From an optimization exercise on the open Yosys and OpenROAD flow, aimed at small area; shortcuts taken in it are not production practice. Only simulation tests tie the RTL to the original design; equivalence was not proved. No activity file was given, so power comes from the tool's default toggle rates.

Design ow_master, start of the top module:
module ow_master (
    input  wire        clk,
    input  wire        rst,
    input  wire        cmd_valid,
    output wire        cmd_ready,
    input  wire [31:0] cmd,
    output reg         done,
    output wire [7:0]  status,
    output reg  [7:0]  result,
    output wire        faulted,
    output wire [7:0]  fault_reason,
    output wire        ev_valid,
    input  wire        ev_ready,
    output wire [2:0]  ev_kind,
    output wire [1:0]  ev_pin,
    output wire [8:0]  ev_arg,
    input  wire        smp_level,
    output reg  [63:0] prev_rom,
    output reg  [6:0]  last_disc,
    output reg         last_dev,
    output reg  [2:0]  dev_count,
    input  wire [1:0]  dl_idx,
    output wire [63:0] dl_rom,
    output wire [1:0]  dl_pin,
    output reg  [63:0] rx_rom
);
Settings: LEC_CHECK=0, CAP_MARGIN=20, CORE_MARGIN=2, CORE_UTILIZATION=40, GPL_ROUTABILITY_DRIVEN=0, GPL_TIMING_DRIVEN=0, SLEW_MARGIN=20; clock period 10.0 ns.
standard.sh (not shown) runs the stock make flow with config.mk's settings and CLKGATE_MAP_FILE= SYNTH_SCRIPT=/design/flow/synth_recipe.tcl, a recipe that flattens the netlist after the stock synthesis.
==> flow/flow/run.sh <==
#!/bin/bash
# Layout flow: the standard ORFS flow (standard.sh) with three changes:
# - synthesis maps the logic with an area-oriented ABC script
#   (flow/abc_area_nf.script) instead of ORFS's delay-oriented one; the
#   registers are mapped before ABC runs, so they are the same as the
#   standard synthesis's;
# - the port buffers are the smallest buffer (buf_1);
# - clock tree synthesis uses clkbuf_8 buffers in clusters of up to 16
#   sinks (100 um across) and no dummy loads.
set -euo pipefail
here=$(pwd)
{
  echo 'proc synth {args} { yosys synth -nofsm -noshare {*}$args }'
  echo "proc abc {args} { set i [lsearch \$args -script]; lset args [expr {\$i+1}] $here/flow/abc_area_nf.script; yosys abc {*}\$args }"
  tail -n +2 synth_recipe.tcl
} > synth_area.tcl
bash standard.sh \
  SYNTH_SCRIPT="$here/synth_area.tcl" \
  BUFFER_PORTS_ARGS="-buffer_cell sky130_fd_sc_hd__buf_1" \
  CTS_ARGS="-sink_clustering_enable -repair_clock_nets -dont_use_dummy_load -buf_list sky130_fd_sc_hd__clkbuf_8 -sink_clustering_size 16 -sink_clustering_max_diameter 100" \
  finish > make_finish.log 2>&1
==> flow/flow/abc_area_nf.script <==
&get -n
&st
&dch
&nf -R 1000
&put
==> next run, changes <==
--- a/flow/flow/run.sh
+++ b/flow/flow/run.sh
@@ -6,6 +6,5 @@
 #   standard synthesis's;
 # - the port buffers are the smallest buffer (buf_1);
-# - clock tree synthesis uses clkbuf_8 buffers in clusters of up to 16
-#   sinks (100 um across) and no dummy loads.
+# - clock tree synthesis uses clkbuf_8 buffers and no dummy loads.
 set -euo pipefail
 here=$(pwd)
Settings changed: CAP_MARGIN 20 to 0, GPL_ROUTABILITY_DRIVEN 0 to default, GPL_TIMING_DRIVEN 0 to default, SLEW_MARGIN 20 to 0.
Via count came out lower slightly; count of clock-buffer cells in the layout is unchanged; power hardly moves; hold slack is about the same; clock power barely changes; cell count shrinks slightly; setup slack improved by 0.44 ns; cell area shrinks by a few percent; sequential power hardly moves; combinational power shrinks by a few percent.
==> next run, changes <==
--- a/flow/flow/run.sh
+++ b/flow/flow/run.sh
@@ -6,5 +6,6 @@
 #   standard synthesis's;
 # - the port buffers are the smallest buffer (buf_1);
-# - clock tree synthesis uses clkbuf_8 buffers and no dummy loads.
+# - clock tree synthesis uses clkbuf_8 buffers in clusters of up to 16
+#   sinks (100 um across) and no dummy loads.
 set -euo pipefail
 here=$(pwd)
Settings changed: CAP_MARGIN 0 to 20, GPL_TIMING_DRIVEN from default to 0, SLEW_MARGIN 0 to 20.
=> Combinational power climbs by a few percent; wire length is lower slightly; global-route usage goes down by 0.13 points; worst setup slack got worse by 0.64 ns; via count stays flat.

* * *

ow_master again, from the RTL that the note above started with.
==> flow/config.mk <==
export PLATFORM = sky130hd
export DESIGN_NAME = ow_master
export DESIGN_NICKNAME = ow_master
export VERILOG_FILES = /design/flow/design.v
export SDC_FILE = /design/flow/constraint.sdc
export NUM_CORES = 4
export LEC_CHECK = 0
export CAP_MARGIN = 20
export CORE_MARGIN = 2
export CORE_UTILIZATION = 40
export SLEW_MARGIN = 20
==> flow/constraint.sdc <==
create_clock -name core_clock -period 10.0 [get_ports {clk}]
set_input_delay 2.0000 -clock core_clock [delete_from_list [all_inputs] [get_ports {clk}]]
set_output_delay 2.0000 -clock core_clock [all_outputs]
set_load 0.01 [all_outputs]
==> flow/flow/run.sh <==
#!/bin/bash
# Layout flow: the standard ORFS flow (standard.sh) with three changes:
# - synthesis maps the logic with an area-oriented ABC script
#   (flow/abc_area_nf.script) instead of ORFS's delay-oriented one; the
#   registers are mapped before ABC runs, so they are the same as the
#   standard synthesis's;
# - the port buffers are the smallest buffer (buf_1);
# - clock tree synthesis uses clkbuf_8 buffers and no dummy loads.
set -euo pipefail
here=$(pwd)
{
  echo 'proc synth {args} { yosys synth -nofsm -noshare {*}$args }'
  echo "proc abc {args} { set i [lsearch \$args -script]; lset args [expr {\$i+1}] $here/flow/abc_area_nf.script; yosys abc {*}\$args }"
  tail -n +2 synth_recipe.tcl
} > synth_area.tcl
bash standard.sh \
  SYNTH_SCRIPT="$here/synth_area.tcl" \
  BUFFER_PORTS_ARGS="-buffer_cell sky130_fd_sc_hd__buf_1" \
  CTS_ARGS="-sink_clustering_enable -repair_clock_nets -dont_use_dummy_load -buf_list sky130_fd_sc_hd__clkbuf_8 -sink_clustering_size 16 -sink_clustering_max_diameter 100" \
  finish > make_finish.log 2>&1
Scripts as last shown in full above: flow/flow/abc_area_nf.script
Rerun with:
--- a/flow/flow/run.sh
+++ b/flow/flow/run.sh
@@ -8 +8,2 @@
-# - clock tree synthesis uses clkbuf_8 buffers and no dummy loads.
+# - clock tree synthesis uses clkbuf_8 buffers in clusters of up to 16
+#   sinks (100 um across) and no dummy loads.
Effect: The changed run passed the timing, DRC and antenna checks. Power stays the same. Count of clock-buffer cells in the layout is unchanged. Hold slack stays the same. Maximum frequency does not change. Non-clock buffer count stays the same. Synthesized cell count stays the same.
Rerun with:
--- a/flow/flow/run.sh
+++ b/flow/flow/run.sh
@@ -8,2 +8 @@
-# - clock tree synthesis uses clkbuf_8 buffers in clusters of up to 16
-#   sinks (100 um across) and no dummy loads.
+# - clock tree synthesis uses clkbuf_8 buffers and no dummy loads.
@@ -20 +19 @@
-  CTS_ARGS="-sink_clustering_enable -repair_clock_nets -dont_use_dummy_load -buf_list sky130_fd_sc_hd__clkbuf_8 -sink_clustering_size 16 -sink_clustering_max_diameter 100" \
+  CTS_ARGS="-sink_clustering_enable -repair_clock_nets -dont_use_dummy_load -buf_list sky130_fd_sc_hd__clkbuf_8 -sink_clustering_size 16 -sink_clustering_max_diameter 60" \
What happened:
- wire length is lower by 0.31%
- final cell count stays flat
- worst hold slack gets worse by 6.5 ps
Rerun with:
--- a/flow/flow/run.sh
+++ b/flow/flow/run.sh
@@ -19 +19 @@
-  CTS_ARGS="-sink_clustering_enable -repair_clock_nets -dont_use_dummy_load -buf_list sky130_fd_sc_hd__clkbuf_8 -sink_clustering_size 16 -sink_clustering_max_diameter 60" \
+  CTS_ARGS="-sink_clustering_enable -repair_clock_nets -dont_use_dummy_load -buf_list sky130_fd_sc_hd__clkbuf_8 -sink_clustering_size 18 -sink_clustering_max_diameter 100" \
Outcome: Via count stays flat. Total power came out lower by 3.5%. Maximum frequency came out higher by 0.90%. Sequential power barely changes. Die area is unchanged. Combinational power barely changes.

* * *

Another version of the RTL of ow_master (not shown whole).
For scale: roughly 1800 cells after synthesis, roughly 540 flip-flops.
==> flow/config.mk <==
export PLATFORM = sky130hd
export DESIGN_NAME = ow_master
export DESIGN_NICKNAME = ow_master
export VERILOG_FILES = /design/flow/design.v
export SDC_FILE = /design/flow/constraint.sdc
export NUM_CORES = 4
export LEC_CHECK = 0
export CAP_MARGIN = 20
export CORE_MARGIN = 2
export CORE_UTILIZATION = 40
export SLEW_MARGIN = 20
==> flow/constraint.sdc <==
create_clock -name core_clock -period 10.0 [get_ports {clk}]
set_input_delay 2.0000 -clock core_clock [delete_from_list [all_inputs] [get_ports {clk}]]
set_output_delay 2.0000 -clock core_clock [all_outputs]
set_load 0.01 [all_outputs]
==> flow/flow/run.sh <==
#!/bin/bash
# Layout flow: the standard ORFS flow (standard.sh) with three changes:
# - synthesis maps the logic with an area-oriented ABC script
#   (flow/abc_area_nf.script) instead of ORFS's delay-oriented one; the
#   registers are mapped before ABC runs, so they are the same as the
#   standard synthesis's;
# - the port buffers are the smallest buffer (buf_1);
# - clock tree synthesis uses clkbuf_8 buffers and no dummy loads.
set -euo pipefail
here=$(pwd)
{
  echo 'proc synth {args} { yosys synth -nofsm -noshare {*}$args }'
  echo "proc abc {args} { set i [lsearch \$args -script]; lset args [expr {\$i+1}] $here/flow/abc_area_nf.script; yosys abc {*}\$args }"
  tail -n +2 synth_recipe.tcl
} > synth_area.tcl
bash standard.sh \
  SYNTH_SCRIPT="$here/synth_area.tcl" \
  BUFFER_PORTS_ARGS="-buffer_cell sky130_fd_sc_hd__buf_1" \
  CTS_ARGS="-sink_clustering_enable -repair_clock_nets -dont_use_dummy_load -buf_list sky130_fd_sc_hd__clkbuf_8 -sink_clustering_size 16 -sink_clustering_max_diameter 60" \
  finish > make_finish.log 2>&1
Scripts as last shown in full above: flow/flow/abc_area_nf.script
The baseline ran to the end with no violations.
Next try:
--- a/flow/flow/run.sh
+++ b/flow/flow/run.sh
@@ -19 +19 @@
-  CTS_ARGS="-sink_clustering_enable -repair_clock_nets -dont_use_dummy_load -buf_list sky130_fd_sc_hd__clkbuf_8 -sink_clustering_size 16 -sink_clustering_max_diameter 60" \
+  CTS_ARGS="-sink_clustering_enable -repair_clock_nets -dont_use_dummy_load -buf_list {sky130_fd_sc_hd__clkbuf_4 sky130_fd_sc_hd__clkbuf_8} -sink_clustering_size 16 -sink_clustering_max_diameter 60" \
Worst setup slack does not change.
Final cell count stays the same.
Sequential cell count is unchanged.
Synthesized cell count is unchanged.
Final area is unchanged.
Wire length stays the same.
Clock-buffer cell count does not change.
Fmax is unchanged.
Core utilization is unchanged.
Power does not change.
Global-route usage does not change.
Next try:
--- a/flow/flow/run.sh
+++ b/flow/flow/run.sh
@@ -19 +19 @@
-  CTS_ARGS="-sink_clustering_enable -repair_clock_nets -dont_use_dummy_load -buf_list {sky130_fd_sc_hd__clkbuf_4 sky130_fd_sc_hd__clkbuf_8} -sink_clustering_size 16 -sink_clustering_max_diameter 60" \
+  CTS_ARGS="-sink_clustering_enable -repair_clock_nets -dont_use_dummy_load -buf_list sky130_fd_sc_hd__clkbuf_8 -sink_clustering_size 16 -sink_clustering_max_diameter 60" \
CORE_UTILIZATION = 60   (was 40)
Outcome: Core utilization is higher by 23 points. Routed wire length is lower by roughly a tenth. Total power is lower slightly. Via count is higher slightly. Cell area is lower slightly.

* * *

## run 1
ow_master again, from the RTL that the note above started with.
// ow_master
module ow_master (
    input  wire        clk,
    input  wire        rst,
    input  wire        cmd_valid,
    output wire        cmd_ready,
    input  wire [31:0] cmd,
    output reg         done,
    output wire [7:0]  status,
    output reg  [7:0]  result,
    output wire        faulted,
    output wire [7:0]  fault_reason,
    output wire        ev_valid,
    input  wire        ev_ready,
    output wire [2:0]  ev_kind,
    output wire [1:0]  ev_pin,
    output wire [8:0]  ev_arg,
    input  wire        smp_level,
    output reg  [63:0] prev_rom,
    output reg  [6:0]  last_disc,
    output reg         last_dev,
    output reg  [2:0]  dev_count,
    input  wire [1:0]  dl_idx,
    output wire [63:0] dl_rom,
    output wire [1:0]  dl_pin,
    output reg  [63:0] rx_rom
);
==> flow/config.mk <==
export PLATFORM = sky130hd
export DESIGN_NAME = ow_master
export DESIGN_NICKNAME = ow_master
export VERILOG_FILES = /design/flow/design.v
export SDC_FILE = /design/flow/constraint.sdc
export NUM_CORES = 4
export LEC_CHECK = 0
export CAP_MARGIN = 20
export CORE_MARGIN = 2
export CORE_UTILIZATION = 40
export SLEW_MARGIN = 20
==> flow/constraint.sdc <==
create_clock -name core_clock -period 10.0 [get_ports {clk}]
set_input_delay 2.0000 -clock core_clock [delete_from_list [all_inputs] [get_ports {clk}]]
set_output_delay 2.0000 -clock core_clock [all_outputs]
set_load 0.01 [all_outputs]
==> flow/flow/run.sh <==
#!/bin/bash
# Layout flow: the standard ORFS flow (standard.sh) with three changes:
# - synthesis maps the logic with an area-oriented ABC script
#   (flow/abc_area_nf.script) instead of ORFS's delay-oriented one; the
#   registers are mapped before ABC runs, so they are the same as the
#   standard synthesis's;
# - the port buffers are the smallest buffer (buf_1);
# - clock tree synthesis uses clkbuf_8 buffers and no dummy loads.
set -euo pipefail
here=$(pwd)
{
  echo 'proc synth {args} { yosys synth -nofsm -noshare {*}$args }'
  echo "proc abc {args} { set i [lsearch \$args -script]; lset args [expr {\$i+1}] $here/flow/abc_area_nf.script; yosys abc {*}\$args }"
  tail -n +2 synth_recipe.tcl
} > synth_area.tcl
bash standard.sh \
  SYNTH_SCRIPT="$here/synth_area.tcl" \
  BUFFER_PORTS_ARGS="-buffer_cell sky130_fd_sc_hd__buf_1" \
  CTS_ARGS="-sink_clustering_enable -repair_clock_nets -dont_use_dummy_load -buf_list sky130_fd_sc_hd__clkbuf_8 -sink_clustering_size 22 -sink_clustering_max_diameter 45" \
  finish > make_finish.log 2>&1
Scripts as last shown in full above: flow/flow/abc_area_nf.script
Run 1: flow completed, timing, DRC and antenna clean
The following lists how run 2 was set up differently from run 1:
-- flow/flow/run.sh --
<<< run 1, line 18
  BUFFER_PORTS_ARGS="-buffer_cell sky130_fd_sc_hd__buf_1" \
  CTS_ARGS="-sink_clustering_enable -repair_clock_nets -dont_use_dummy_load -buf_list sky130_fd_sc_hd__clkbuf_8 -sink_clustering_size 22 -sink_clustering_max_diameter 45" \
  finish > make_finish.log 2>&1
>>> run 2, line 18
  BUFFER_PORTS_ARGS="-buffer_cell sky130_fd_sc_hd__buf_1" \
  CTS_ARGS="-sink_clustering_enable -repair_clock_nets -dont_use_dummy_load -buf_list sky130_fd_sc_hd__clkbuf_4 -sink_clustering_size 10 -sink_clustering_max_diameter 40" \
  finish > make_finish.log 2>&1
## What came out
- The higher area of all placed cells without fillers came out of run 1.
- On final cell count: between run 1 and run 2, it ends up lower for run 1.
- Relative to run 1, detailed-route wire length on metal 1 decreased by about 0.75% in run 2.
- Run 2 supports a lower top clock frequency than run 1.
- Any difference in global-route usage between run 2 and run 1 is small enough to ignore.
- Utilization: run 1 and run 2 compared, lower one is run 2
[inputs] run 3 vs run 2
-- flow/flow/run.sh --
<<< run 2, line 18
  BUFFER_PORTS_ARGS="-buffer_cell sky130_fd_sc_hd__buf_1" \
  CTS_ARGS="-sink_clustering_enable -repair_clock_nets -dont_use_dummy_load -buf_list sky130_fd_sc_hd__clkbuf_4 -sink_clustering_size 10 -sink_clustering_max_diameter 40" \
  finish > make_finish.log 2>&1
>>> run 3, line 18
  BUFFER_PORTS_ARGS="-buffer_cell sky130_fd_sc_hd__buf_1" \
  CTS_ARGS="-sink_clustering_enable -repair_clock_nets -dont_use_dummy_load -buf_list \"sky130_fd_sc_hd__clkbuf_4 sky130_fd_sc_hd__clkbuf_8\" -sink_clustering_size 16 -sink_clustering_max_diameter 60" \
  finish > make_finish.log 2>&1
--- outcome ---
Run 3 never completed, since it errored out during clock tree synthesis (4_1_cts). Reported for run 2 and run 3, number of rows created at floorplan turned out identical to the last digit. Compared run 3 against run 2; count of different cell masters after synthesis within noise. Effective utilization at floorplan: run 3 vs run 2 identical. From run 3 to run 2, number of placed I/O pins did not move at all. Diff run 2..run 3 | total half-perimeter wirelength after legalization and detailed placement | unchanged. Area after synthesis came out exactly the same in run 2 and run 3. Reported for run 2 and run 3, number of flops mapped to enable cells by yosys turned out identical to the last digit.

-- re-timing with driven ports --
How much do the figures lean on ideal ports? The routed layouts below were timed once more, with nothing changed but the port constraints.
Step 1 assumes that a clkbuf_16 drives the clock port and a buf_2 every other input.
Step 2 moves the port delays by t, midway between the first and last clock arrival at a register: inputs arrive t later, outputs are due t later. That takes back most of the time a late clock gives input paths.
Slacks: ideal ports / drivers / drivers and shift; pairs: ideal ports / drivers.
run | t (ns) | slack for setup (ns) | latest minus earliest clock arrival (ns) | slew at the worst register clock pin (ns) | worst data-port slew with drivers (ns)
the first run of note 1 | 0.657 | 2.530 / 2.478 / 3.135 | 0.076 / 0.075 | 0.11 / 0.11 | 0.05
the second run of note 1 | 0.679 | 2.965 / 2.906 / 3.585 | 0.079 / 0.080 | 0.11 / 0.11 | 0.05
the third run of note 1 | 0.660 | 2.325 / 2.272 / 2.932 | 0.095 / 0.095 | 0.11 / 0.11 | 0.05
the first run of note 2 | 0.679 | 2.965 / 2.906 / 3.585 | 0.079 / 0.080 | 0.11 / 0.11 | 0.05
the second run of note 2 | 0.679 | 2.965 / 2.906 / 3.585 | 0.079 / 0.080 | 0.11 / 0.11 | 0.05
the third run of note 2 | 0.678 | 2.908 / 2.856 / 3.534 | 0.064 / 0.063 | 0.11 / 0.11 | 0.05
the fourth run of note 2 | 0.652 | 2.972 / 2.920 / 3.572 | 0.083 / 0.083 | 0.12 / 0.12 | 0.05
the first run of note 3 | 0.678 | 3.540 / 3.479 / 3.889 | 0.120 / 0.120 | 0.10 / 0.10 | 0.04
the second run of note 3 | 0.678 | 3.540 / 3.479 / 3.889 | 0.120 / 0.120 | 0.10 / 0.10 | 0.04
the third run of note 3 | 0.616 | 3.416 / 3.362 / 3.804 | 0.074 / 0.074 | 0.10 / 0.10 | 0.06
run 1 | 0.695 | 3.470 / 3.405 / 3.814 | 0.093 / 0.093 | 0.11 / 0.11 | 0.04
run 2 | 0.838 | 3.303 / 3.247 / 3.844 | 0.136 / 0.137 | 0.11 / 0.11 | 0.04
After both steps every run listed still meets setup and hold.
